From an optimization exercise on the open Yosys and OpenROAD flow, aimed at small area; shortcuts taken in it are not production practice.
Only simulation tests tie the RTL to the original design; equivalence was not proved.
The clock port is modelled as an ideal driver; clocking choices that lean on that would not hold on a real chip.
No activity file was given, so power comes from the tool's default toggle rates.

Setup of the reference run:
Design pwm_softstart, start of the top module:
module pwm_softstart (
    input  wire       clk,
    input  wire       rst,
    input  wire       ramp_n,
    input  wire       tc_n,
    input  wire       step_n,
    output wire       motor,
    output wire [4:0] led,
    output wire [1:0] mstate,
    output wire [1:0] pidx_o
);
clock: 10.0 ns
lec_check: 0
cap_margin: 20
core_margin: 2
core_utilization: 75
cts_buf_list: sky130_fd_sc_hd__clkbuf_4
slew_margin: 20
standard.sh (not shown) runs the stock make flow with config.mk's settings and CLKGATE_MAP_FILE= SYNTH_SCRIPT=/design/flow/synth_recipe.tcl, a recipe that flattens the netlist after the stock synthesis.
==> flow/flow/run.sh <==
#!/bin/bash
# Layout flow: the standard ORFS flow, with an area-oriented ABC script in
# synthesis (no adder-cell mapping, no Kogge-Stone carry lookahead) and plain
# buf_1 cells as the port buffers. Registers come out as in the standard
# synthesis: only the combinational mapping differs.
set -euo pipefail
W=$(pwd)
F=$W/flow
# synth.tcl with abc run on flow/abc.script instead of the ORFS speed script
sed -e "s#log_cmd abc {\*}\$abc_args#log_cmd abc -script $F/abc.script {*}[lrange \$abc_args 2 end]#" \
    "$FLOW_HOME/scripts/synth.tcl" > "$W/own_synth.tcl"
grep -q "abc -script $F/abc.script" "$W/own_synth.tcl"
sed -e "s#source \$::env(SCRIPTS_DIR)/synth.tcl#source $W/own_synth.tcl#" \
    "$W/synth_recipe.tcl" > "$W/own_synth_recipe.tcl"
grep -q "source $W/own_synth.tcl" "$W/own_synth_recipe.tcl"
bash "$W/standard.sh" \
    "SYNTH_SCRIPT=$W/own_synth_recipe.tcl" \
    "ADDER_MAP_FILE=" \
    "SYNTH_OPERATIONS_ARGS=-noshare" \
    "BUFFER_PORTS_ARGS=-buffer_cell sky130_fd_sc_hd__buf_1" \
    finish > "$W/make_flow.log" 2>&1
test -f "$W/out/final.def"
==> flow/flow/abc.script <==
strash
&get -n
&fraig -x
&put
scorr
dc2
strash
&get -n
&dch -f
&nf -R 1000
&put
The reference run reached the final stage; the timing, design-rule and antenna checks on its layout passed.
What the trial run does differently from the reference run at the input level:
# the reference run
export LEC_CHECK = 0
export CAP_MARGIN = 20
export CORE_MARGIN = 2
export CORE_UTILIZATION = 75
export CTS_BUF_LIST = sky130_fd_sc_hd__clkbuf_4
export SLEW_MARGIN = 20
create_clock -name core_clock -period 10.0 [get_ports {clk}]
# the trial run
export LEC_CHECK = 0
export CAP_MARGIN = 20
export CORE_MARGIN = 2
export CORE_UTILIZATION = 40
export SLEW_MARGIN = 20
create_clock -name core_clock -period 10.0 [get_ports {clk}]
--- outcome ---
Diff the reference run..the trial run | amount of wire on met3 after detailed routing | negligible
On clock distribution power, the trial run does worse than the reference run.
Looking at peak per-stage delay on the critical path, the trial run sits 0.03 ns higher than the reference run does.
Compared with the reference run, the trial run instantiates a larger number of cells.
Per the comparison of the trial run with the reference run, final setup skew level, number of clock sinks comparable, worst hold-check slack -0.013 ns.


The RTL this note starts from:
==> flow/design.v <==
module pwm_softstart (
    input  wire       clk,
    input  wire       rst,
    input  wire       ramp_n,
    input  wire       tc_n,
    input  wire       step_n,
    output wire       motor,
    output wire [4:0] led,
    output wire [1:0] mstate,
    output wire [1:0] pidx_o
);
    localparam [1:0] MS_OFF = 2'd0, MS_ON = 2'd1, MS_RAMP = 2'd2, MS_PENDQ = 2'd3;
    localparam [2:0] PH_DISPATCH    = 3'd5;
    localparam [2:0] PH_TC          = 3'd2;
    localparam [2:0] PH_TC_SETTLE   = 3'd3;
    localparam [2:0] PH_STEP        = 3'd1;
    localparam [2:0] PH_STEP_SETTLE = 3'd7;
    localparam [2:0] PH_POFF_SETTLE = 3'd4;
    localparam [2:0] PH_RAMP_ON     = 3'd6;
    localparam [2:0] PH_RAMP_OFF    = 3'd0;
    localparam [18:0] ACC_INIT = 19'd486655;
    reg [1:0]  ms;
    reg [1:0]  pidx;
    reg        tc_latched, step_latched, ramp_prev;
    reg [2:0]  ph;
    reg [10:0] timer;
    reg [18:0] acc;
    wire ramping = (ph == PH_RAMP_ON) || (ph == PH_RAMP_OFF);
    wire [10:0] off_t = acc[18:8];
    assign mstate = ms;
    assign pidx_o = pidx;
    assign motor  = ms[0] | (ph == PH_RAMP_ON);
    assign led    = ms[0] ? 5'b11111 :
                    ramping ? {off_t < 11'd384, off_t < 11'd768, off_t < 11'd1144,
                               off_t < 11'd1528, 1'b1} : 5'b00000;
    wire ramp_edge = ramp_prev & ~ramp_n;
    reg [1:0] ms1;
    always @(*) begin
        ms1 = ms;
        if (ramp_edge) begin
            if (ms == MS_OFF)     ms1 = MS_RAMP;
            else if (ms == MS_ON) ms1 = MS_PENDQ;
        end
    end
    reg [18:0] slope;
    always @(*) begin
        case (pidx)
            2'd0:    slope = 19'd1946;
            2'd1:    slope = 19'd3891;
            2'd2:    slope = 19'd9728;
            default: slope = 19'd19456;
        endcase
    end
    wire        begin_ramp = (ph == PH_DISPATCH) && (ms1 == MS_RAMP);
    wire        next_per   = (ph == PH_RAMP_OFF) && (timer == 11'd0);
    wire [18:0] acc_next   = (begin_ramp ? ACC_INIT : acc) - ((begin_ramp | next_per) ? slope : 19'd0);
    wire        ramp_done  = (acc_next[18:11] == 8'd0);
    wire        timer_zero = (timer == 11'd0);
    always @(posedge clk) begin
        timer <= timer - 1'b1;
        acc   <= acc_next;
        if (rst) begin
            ms           <= MS_OFF;
            pidx         <= 2'd0;
            tc_latched   <= 1'b0;
            step_latched <= 1'b0;
            ph           <= PH_DISPATCH;
            ramp_prev    <= 1'b0;
        end else begin
            ramp_prev <= ramp_n;
            ms        <= ms1;
            case (ph)
                PH_DISPATCH: begin
                    if (ms1 == MS_RAMP) begin
                        timer <= 11'd1999;
                        ph    <= PH_RAMP_ON;
                    end else if (ms1 == MS_PENDQ && ramp_n) begin
                        timer <= 11'd999;
                        ph    <= PH_POFF_SETTLE;
                    end else begin
                        ph <= PH_TC;
                    end
                end
                PH_TC: begin
                    tc_latched <= ~tc_n;
                    if (!tc_n && !tc_latched) begin
                        timer <= 11'd999;
                        ph    <= PH_TC_SETTLE;
                    end else begin
                        ph <= PH_STEP;
                    end
                end
                PH_TC_SETTLE: begin
                    if (timer_zero) begin
                        pidx <= pidx + 2'd1;
                        ph   <= PH_STEP;
                    end
                end
                PH_STEP: begin
                    step_latched <= ~step_n;
                    if (!step_n && !step_latched) begin
                        timer <= 11'd999;
                        ph    <= PH_STEP_SETTLE;
                    end else begin
                        ph <= PH_DISPATCH;
                    end
                end
                PH_STEP_SETTLE: begin
                    if (timer_zero) begin
                        if (ms1 == MS_OFF)     ms <= MS_ON;
                        else if (ms1 == MS_ON) ms <= MS_OFF;
                        ph <= PH_DISPATCH;
                    end
                end
                PH_POFF_SETTLE: begin
                    if (timer_zero) begin
                        ms <= MS_OFF;
                        ph <= PH_TC;
                    end
                end
                PH_RAMP_ON: begin
                    if (timer == off_t)
                        ph <= PH_RAMP_OFF;
                end
                default: begin  
                    if (timer_zero) begin
                        if (ramp_done) begin
                            ms <= MS_ON;
                            ph <= PH_TC;
                        end else begin
                                timer <= 11'd1999;
                            ph    <= PH_RAMP_ON;
                        end
                    end
                end
            endcase
        end
    end
endmodule
==> flow/config.mk <==
export PLATFORM = sky130hd
export DESIGN_NAME = pwm_softstart
export DESIGN_NICKNAME = pwm_softstart
export VERILOG_FILES = /design/flow/design.v
export SDC_FILE = /design/flow/constraint.sdc
export NUM_CORES = 4
export LEC_CHECK = 0
export CAP_MARGIN = 0
export CORE_MARGIN = 2
export CORE_UTILIZATION = 75
export SLEW_MARGIN = 0
==> flow/constraint.sdc <==
create_clock -name core_clock -period 10.0 [get_ports {clk}]
set_input_delay 2.0000 -clock core_clock [delete_from_list [all_inputs] [get_ports {clk}]]
set_output_delay 2.0000 -clock core_clock [all_outputs]
set_load 0.01 [all_outputs]
==> flow/flow/run.sh <==
#!/bin/bash
# Layout flow: the standard ORFS flow, with an area-oriented ABC script in
# synthesis (no adder-cell mapping, no Kogge-Stone carry lookahead), plain
# buf_1 cells as the port buffers and the clock tree arguments in
# flow/cts_args. Registers come out as in the standard synthesis: only the
# combinational mapping differs.
set -euo pipefail
W=$(pwd)
F=$W/flow
# synth.tcl with abc run on flow/abc.script instead of the ORFS speed script
sed -e "s#log_cmd abc {\*}\$abc_args#log_cmd abc -script $F/abc.script {*}[lrange \$abc_args 2 end]#" \
    "$FLOW_HOME/scripts/synth.tcl" > "$W/own_synth.tcl"
grep -q "abc -script $F/abc.script" "$W/own_synth.tcl"
sed -e "s#source \$::env(SCRIPTS_DIR)/synth.tcl#source $W/own_synth.tcl#" \
    "$W/synth_recipe.tcl" > "$W/own_synth_recipe.tcl"
grep -q "source $W/own_synth.tcl" "$W/own_synth_recipe.tcl"
bash "$W/standard.sh" \
    "SYNTH_SCRIPT=$W/own_synth_recipe.tcl" \
    "ADDER_MAP_FILE=" \
    "SYNTH_OPERATIONS_ARGS=-noshare" \
    "BUFFER_PORTS_ARGS=-buffer_cell sky130_fd_sc_hd__buf_1" \
    "CTS_ARGS=$(cat "$F/cts_args")" \
    finish > "$W/make_flow.log" 2>&1
test -f "$W/out/final.def"
==> flow/flow/abc.script <==
strash
&get -n
&fraig -x
&put
scorr
dc2
strash
&get -n
&dch -f
&nf -R 1000
&put
strash
&get -n
&dch -f
&nf -R 1000
&put
==> flow/flow/cts_args <==
-sink_clustering_enable -repair_clock_nets -buf_list sky130_fd_sc_hd__clkbuf_16 -dont_use_dummy_load
==> next run, changes <==
==> flow/flow/run.sh (replaced) <==
#!/bin/bash
# Layout flow: the standard ORFS flow, with
#  - an area-oriented ABC script in synthesis (flow/abc.script; no adder-cell
#    mapping, no Kogge-Stone carry lookahead). Registers come out as in the
#    standard synthesis: only the combinational mapping differs.
#  - plain buf_1 cells as the port buffers,
#  - one clock buffer (cell in flow/clk_buf) at the centre of the flip-flops
#    instead of TritonCTS's H-tree (flow/cts_hook.tcl).
# make's full output goes to make_flow.log; ORFS's per-step logs to orfs/logs.
set -euo pipefail
W=$(pwd)
F=$W/flow
# synth.tcl with abc run on flow/abc.script instead of the ORFS speed script
sed -e "s#log_cmd abc {\*}\$abc_args#log_cmd abc -script $F/abc.script {*}[lrange \$abc_args 2 end]#" \
    "$FLOW_HOME/scripts/synth.tcl" > "$W/own_synth.tcl"
grep -q "abc -script $F/abc.script" "$W/own_synth.tcl"
sed -e "s#source \$::env(SCRIPTS_DIR)/synth.tcl#source $W/own_synth.tcl#" \
    "$W/synth_recipe.tcl" > "$W/own_synth_recipe.tcl"
grep -q "source $W/own_synth.tcl" "$W/own_synth_recipe.tcl"
export CLK_BUF_FILE="$F/clk_buf"
bash "$W/standard.sh" \
    "SYNTH_SCRIPT=$W/own_synth_recipe.tcl" \
    "ADDER_MAP_FILE=" \
    "SYNTH_OPERATIONS_ARGS=-noshare" \
    "BUFFER_PORTS_ARGS=-buffer_cell sky130_fd_sc_hd__buf_1" \
    "PRE_CTS_TCL=$F/cts_hook.tcl" \
    finish > "$W/make_flow.log" 2>&1
test -f "$W/out/final.def"
==> flow/flow/abc.script (replaced) <==
strash
&get -n
&fraig -x
&put
scorr
dc2
strash
&get -n
&deepsyn -T 60 -S 7
&put
strash
&get -n
&dch -f
&nf -R 1000
&put
==> flow/flow/clk_buf (new file) <==
sky130_fd_sc_hd__clkbuf_16
==> flow/flow/cts_hook.tcl (new file) <==
# PRE_CTS hook: the clock net gets one buffer, placed at the centre of the
# flip-flops, in place of TritonCTS's two-level H-tree (which needs five
# buffers for this design's 40 flip-flops). Every flip-flop's clock comes
# from the same buffer, so no register is skewed against another.
set clk_buf_cell [string trim [exec cat $::env(CLK_BUF_FILE)]]
set block [ord::get_db_block]
set dbu [$block getDbUnitsPerMicron]
set sx 0.0
set sy 0.0
set n 0
foreach inst [$block getInsts] {
  if {[[$inst getMaster] isSequential]} {
    set bb [$inst getBBox]
    set sx [expr {$sx + ([$bb xMin] + [$bb xMax]) / 2.0}]
    set sy [expr {$sy + ([$bb yMin] + [$bb yMax]) / 2.0}]
    incr n
  }
}
puts "PRE_CTS hook: $n flip-flops, one $clk_buf_cell on the clock net"
insert_buffer -buffer_cell $clk_buf_cell -net clk \
  -location [list [expr {$sx / $n / $dbu}] [expr {$sy / $n / $dbu}]] \
  -buffer_name clkbuf_root -net_name clknet_root
set clk_net [$block findNet clknet_root]
$clk_net setSigType CLOCK
rename clock_tree_synthesis tritoncts_clock_tree_synthesis
proc clock_tree_synthesis {args} {
  puts "clock_tree_synthesis skipped: the PRE_CTS hook buffered the clock"
}
CORE_AREA = 2.5 2.5 60.5 60.5   (was not set)
CORE_MARGIN = not set   (was 2)
CORE_UTILIZATION = not set   (was 75)
DIE_AREA = 0 0 63 63   (was not set)
removed: flow/flow/cts_args
Outcome:
- With this change the flow stopped in clock tree synthesis (4_1_cts)
- synthesized area is lower by 3.2%
- synthesized cell count is lower by 0.79%
==> next run, changes <==
==> flow/flow/run.sh (replaced) <==
#!/bin/bash
# Layout flow: the standard ORFS flow, with an area-oriented ABC script in
# synthesis (no adder-cell mapping, no Kogge-Stone carry lookahead), plain
# buf_1 cells as the port buffers and the clock tree arguments in
# flow/cts_args. Registers come out as in the standard synthesis: only the
# combinational mapping differs.
set -euo pipefail
W=$(pwd)
F=$W/flow
# synth.tcl with abc run on flow/abc.script instead of the ORFS speed script
sed -e "s#log_cmd abc {\*}\$abc_args#log_cmd abc -script $F/abc.script {*}[lrange \$abc_args 2 end]#" \
    "$FLOW_HOME/scripts/synth.tcl" > "$W/own_synth.tcl"
grep -q "abc -script $F/abc.script" "$W/own_synth.tcl"
sed -e "s#source \$::env(SCRIPTS_DIR)/synth.tcl#source $W/own_synth.tcl#" \
    "$W/synth_recipe.tcl" > "$W/own_synth_recipe.tcl"
grep -q "source $W/own_synth.tcl" "$W/own_synth_recipe.tcl"
bash "$W/standard.sh" \
    "SYNTH_SCRIPT=$W/own_synth_recipe.tcl" \
    "ADDER_MAP_FILE=" \
    "SYNTH_OPERATIONS_ARGS=-noshare" \
    "BUFFER_PORTS_ARGS=-buffer_cell sky130_fd_sc_hd__buf_1" \
    "CTS_ARGS=$(cat "$F/cts_args")" \
    finish > "$W/make_flow.log" 2>&1
test -f "$W/out/final.def"
==> flow/flow/abc.script (replaced) <==
strash
&get -n
&fraig -x
&put
scorr
dc2
strash
&get -n
&dch -f
&nf -R 1000
&put
strash
&get -n
&dch -f
&nf -R 1000
&put
==> flow/flow/cts_args (new file) <==
-repair_clock_nets -buf_list sky130_fd_sc_hd__clkbuf_8 -dont_use_dummy_load
CORE_AREA = not set   (was 2.5 2.5 60.5 60.5)
CORE_MARGIN = 2   (was not set)
CORE_UTILIZATION = 75   (was not set)
DIE_AREA = not set   (was 0 0 63 63)
removed: flow/flow/clk_buf
removed: flow/flow/cts_hook.tcl
The new run passed the timing, design-rule and antenna checks. Synthesized area is higher by a few percent. Synthesized cell count came out higher slightly.
==> next run, changes <==
==> flow/flow/run.sh (replaced) <==
#!/bin/bash
# Layout flow: the standard ORFS flow, with
#  - an area-oriented ABC script in synthesis (flow/abc.script; no adder-cell
#    mapping, no Kogge-Stone carry lookahead). Registers come out as in the
#    standard synthesis: only the combinational mapping differs.
#  - plain buf_1 cells as the port buffers,
#  - one clock buffer (cell in flow/clk_buf) at the centre of the flip-flops
#    instead of TritonCTS's H-tree (flow/cts_hook.tcl).
# make's full output goes to make_flow.log; ORFS's per-step logs to orfs/logs.
set -euo pipefail
W=$(pwd)
F=$W/flow
# synth.tcl with abc run on flow/abc.script instead of the ORFS speed script
sed -e "s#log_cmd abc {\*}\$abc_args#log_cmd abc -script $F/abc.script {*}[lrange \$abc_args 2 end]#" \
    "$FLOW_HOME/scripts/synth.tcl" > "$W/own_synth.tcl"
grep -q "abc -script $F/abc.script" "$W/own_synth.tcl"
sed -e "s#source \$::env(SCRIPTS_DIR)/synth.tcl#source $W/own_synth.tcl#" \
    "$W/synth_recipe.tcl" > "$W/own_synth_recipe.tcl"
grep -q "source $W/own_synth.tcl" "$W/own_synth_recipe.tcl"
export CLK_BUF_FILE="$F/clk_buf"
bash "$W/standard.sh" \
    "SYNTH_SCRIPT=$W/own_synth_recipe.tcl" \
    "ADDER_MAP_FILE=" \
    "SYNTH_OPERATIONS_ARGS=-noshare" \
    "BUFFER_PORTS_ARGS=-buffer_cell sky130_fd_sc_hd__buf_1" \
    "PRE_CTS_TCL=$F/cts_hook.tcl" \
    finish > "$W/make_flow.log" 2>&1
test -f "$W/out/final.def"
==> flow/flow/abc.script (replaced) <==
strash
&get -n
&fraig -x
&put
scorr
dc2
strash
&get -n
&deepsyn -T 60 -S 7
&put
strash
&get -n
&dch -f
&nf -R 1000
&put
==> flow/flow/clk_buf (new file) <==
sky130_fd_sc_hd__clkbuf_8
==> flow/flow/cts_hook.tcl (new file) <==
# PRE_CTS hook: the clock net gets one buffer, placed at the centre of the
# flip-flops, in place of TritonCTS's two-level H-tree (which needs five
# buffers for this design's 40 flip-flops). Every flip-flop's clock comes
# from the same buffer, so no register is skewed against another.
set clk_buf_cell [string trim [exec cat $::env(CLK_BUF_FILE)]]
set block [ord::get_db_block]
set dbu [$block getDbUnitsPerMicron]
set sx 0.0
set sy 0.0
set n 0
foreach inst [$block getInsts] {
  if {[[$inst getMaster] isSequential]} {
    set bb [$inst getBBox]
    set sx [expr {$sx + ([$bb xMin] + [$bb xMax]) / 2.0}]
    set sy [expr {$sy + ([$bb yMin] + [$bb yMax]) / 2.0}]
    incr n
  }
}
puts "PRE_CTS hook: $n flip-flops, one $clk_buf_cell on the clock net"
insert_buffer -buffer_cell $clk_buf_cell -net clk \
  -location [list [expr {$sx / $n / $dbu}] [expr {$sy / $n / $dbu}]] \
  -buffer_name clkbuf_root -net_name clknet_root
set clk_net [$block findNet clknet_root]
$clk_net setSigType CLOCK
rename clock_tree_synthesis tritoncts_clock_tree_synthesis
proc clock_tree_synthesis {args} {
  puts "clock_tree_synthesis skipped: the PRE_CTS hook buffered the clock"
}
CORE_AREA = 2.5 2.5 60.5 60.5   (was not set)
CORE_MARGIN = not set   (was 2)
CORE_UTILIZATION = not set   (was 75)
DIE_AREA = 0 0 63 63   (was not set)
removed: flow/flow/cts_args
Result: This time the run aborted during clock tree synthesis (4_1_cts); synthesized area falls by a few percent; synthesized cell count falls slightly.

[separate check: timing with driven ports]
No port has a modelled driver above. Below, the same layouts with a new extraction and two added sets of constraints. Step 1 sets driving cells, clkbuf_16 on the clock port and buf_2 on the other inputs (assumed; they add their load-dependent delay and slew). Step 2 moves the port delays by t, midway between the first and last clock arrival at a register: inputs arrive t later, outputs are due t later. That takes back most of the time a late clock gives input paths. Three values: ideal, step 1, step 2; two values: the first two.
run | t (ns) | slack for setup (ns) | pins driven straight from the clock port
the reference run | 0.372 | 2.060 / 2.059 / 1.689 | 1
the trial run | 0.315 | 1.818 / 1.825 / 1.511 | 1
the first run of note 2 | 0.302 | 1.666 / 1.666 / 1.433 | 1
the third run of note 2 | 0.312 | 1.712 / 1.712 / 1.459 | 1
After both steps every run listed still meets setup and hold. For the reference run, which loses most, drivers alone change the setup slack by -0.001 ns; drivers and shift together by -0.371 ns.
